This is an optimization exercise on Yosys and OpenROAD, whose aim is small area, a short achievable clock period and few clock cycles per item, not a production implementation. Function was checked by simulation only, so behaviour that the tests miss may differ from the original. The clock port is modelled as an ideal driver; clocking choices that lean on that would not hold on a real chip. Power figures rest on the tool's default switching activity, not on a simulated workload.

Setup of the baseline:
// lz78_enc
module lz78_enc (
    input  wire        clk,
    input  wire        rst,
    input  wire        in_valid,
    output wire        in_ready,
    input  wire [7:0]  in_sym,
    input  wire        in_last,
    output wire        out_valid,
    input  wire        out_ready,
    output wire [1:0]  out_type,
    output wire [15:0] out_code,
    output wire [7:0]  out_sym
);
export LEC_CHECK = 0
export CAP_MARGIN = 30
export CORE_MARGIN = 2
export CORE_UTILIZATION = 45
export SLEW_MARGIN = 40
create_clock -name core_clock -period 8.0 [get_ports {clk}]
standard.sh (not shown) runs the stock make flow with config.mk's settings and CLKGATE_MAP_FILE= SYNTH_SCRIPT=/design/flow/synth_recipe.tcl, a recipe that flattens the netlist after the stock synthesis.
==> flow/flow/run.sh <==
#!/bin/bash
# Layout flow: the standard ORFS flow, run stage by stage, with
#  - port buffers of a regular buffer cell (buf_4) instead of the default pick,
#  - timing repair aimed below the clock period only from CTS on (the
#    floorplan-stage sizing, before any net is buffered, gets no margin).
# Each stage's full output goes to its own log in this folder.
set -euo pipefail
source flow/vars.sh
bash standard.sh synth > log_1_synth.txt 2>&1
bash standard.sh floorplan > log_2_floorplan.txt 2>&1
bash standard.sh "BUFFER_PORTS_ARGS=-buffer_cell sky130_fd_sc_hd__buf_4" place > log_3_place.txt 2>&1
bash standard.sh "${LATE_VARS[@]}" cts > log_4_cts.txt 2>&1
bash standard.sh "${LATE_VARS[@]}" route > log_5_route.txt 2>&1
bash standard.sh "${LATE_VARS[@]}" finish > log_6_finish.txt 2>&1
==> flow/flow/vars.sh <==
# make variables for the stages from CTS on
LATE_VARS=(SETUP_SLACK_MARGIN=4.7 TNS_END_PERCENT=20 SKIP_BUFFER_REMOVAL=1)
Every stage of the flow completed for the baseline, and the final layout passed the timing, design-rule and antenna checks.
Testbench counts of the baseline, summed over its fixed seeds: cycles 22,950, items 22,920.
What the candidate does differently from the baseline at the input level:
Settings: CORE_UTILIZATION changed from 45 to 55.
### Flow results
- The candidate vs the baseline: fmax up in the candidate
- The candidate ends up with a worst path setup slack after routing that is 110 ps higher than in the baseline.
- In the reports for the candidate and the baseline, the smaller global-route usage belongs to the baseline.
- Mean cell area of the mapped netlist delta (the candidate -> the baseline): insignificant
- End point of the critical path: end_d[2]$_DFFE_PP_ -> the candidate, cur[3]$_SDFFE_PP0P_ -> the baseline
- Looking at sequential cell fraction of total power, the candidate sits above the baseline.
- Re post-synthesis cell area: no difference whatsoever between the baseline and the candidate.
- Compared with the baseline, weighted congestion reported at the end of routability-driven placement in the candidate decreased by a few percent.

exp/yarrow:
lz78_enc, a different RTL version from the one above (not shown whole).
Size: roughly 12000 cells after synthesis, roughly 4100 flip-flops.
clock: 8.0 ns
lec_check: 0
cap_margin: 30
core_margin: 2
core_utilization: 55
cts_cluster_diameter: 60
cts_cluster_size: 30
slew_margin: 40
Scripts as last shown in full above: flow/flow/run.sh, flow/flow/vars.sh
exp/yarrow closes out successfully: all stages finished, all timing, DRC and antenna checks passed.
Testbench counts of exp/yarrow, summed over its fixed seeds: cycles 22,950, items 22,920.
For exp/garnet, these inputs were changed with respect to exp/yarrow:
- CTS_CLUSTER_DIAMETER: 60 -> unset
- CTS_CLUSTER_SIZE: 30 -> unset
## What came out
- As far as register cell area after layout is concerned, exp/yarrow and exp/garnet perform about the same.
- exp/garnet -> exp/yarrow: synthesized area delta 0, exact match
- From exp/yarrow to exp/garnet the numbers moved as follows: die extent in y was more or less identical, clock latency on the worst-skew pair went up by 0.04 ns, utilization climbed 1.3 points, number of filler instances in the final layout shrank by 284.
- Relative to exp/yarrow, sequential share of cell area has decreased by 1.2 points in exp/garnet.
- Looking at setup slack of the most critical reg-to-reg path across both flows, exp/garnet is the stronger of the two, with exp/yarrow trailing.
- Power, exp/garnet vs exp/yarrow: up by a little under 10%
- Of the two candidates, exp/yarrow has the better total wire length after detailed routing and exp/garnet the worse one.
- Clock network contribution to total cell area up 1.5 points in exp/garnet wrt exp/yarrow

==> static timing again, ports no longer ideal <==
No port has a modelled driver above. Below, the same layouts with a new extraction and two added sets of constraints. Step 1 assumes that a clkbuf_16 drives the clock port and a buf_2 every other input. Step 2 also shifts input and output timing later by t, the mid clock arrival at the registers, as if the neighbouring blocks saw the same clock. a / b / c = no drivers / after step 1 / after step 2; a / b = the first two.
| run | t, ns | setup WS [ns] | slew at the worst register clock pin (ns) |
|---|---|---|---|
| the baseline | 1.139 | 3.760 / 3.760 / 3.760 | 0.07 / 0.07 |
| the candidate | 1.107 | 3.872 / 3.872 / 3.729 | 0.07 / 0.07 |
| exp/yarrow | 1.052 | 3.710 / 3.710 / 3.710 | 0.10 / 0.10 |
| exp/garnet | 1.096 | 3.740 / 3.740 / 3.740 | 0.07 / 0.07 |
After both steps every run listed still meets setup and hold. The setup slack of the candidate, which loses most, moves by 0.000 ns with the drivers and by -0.143 ns with both steps.
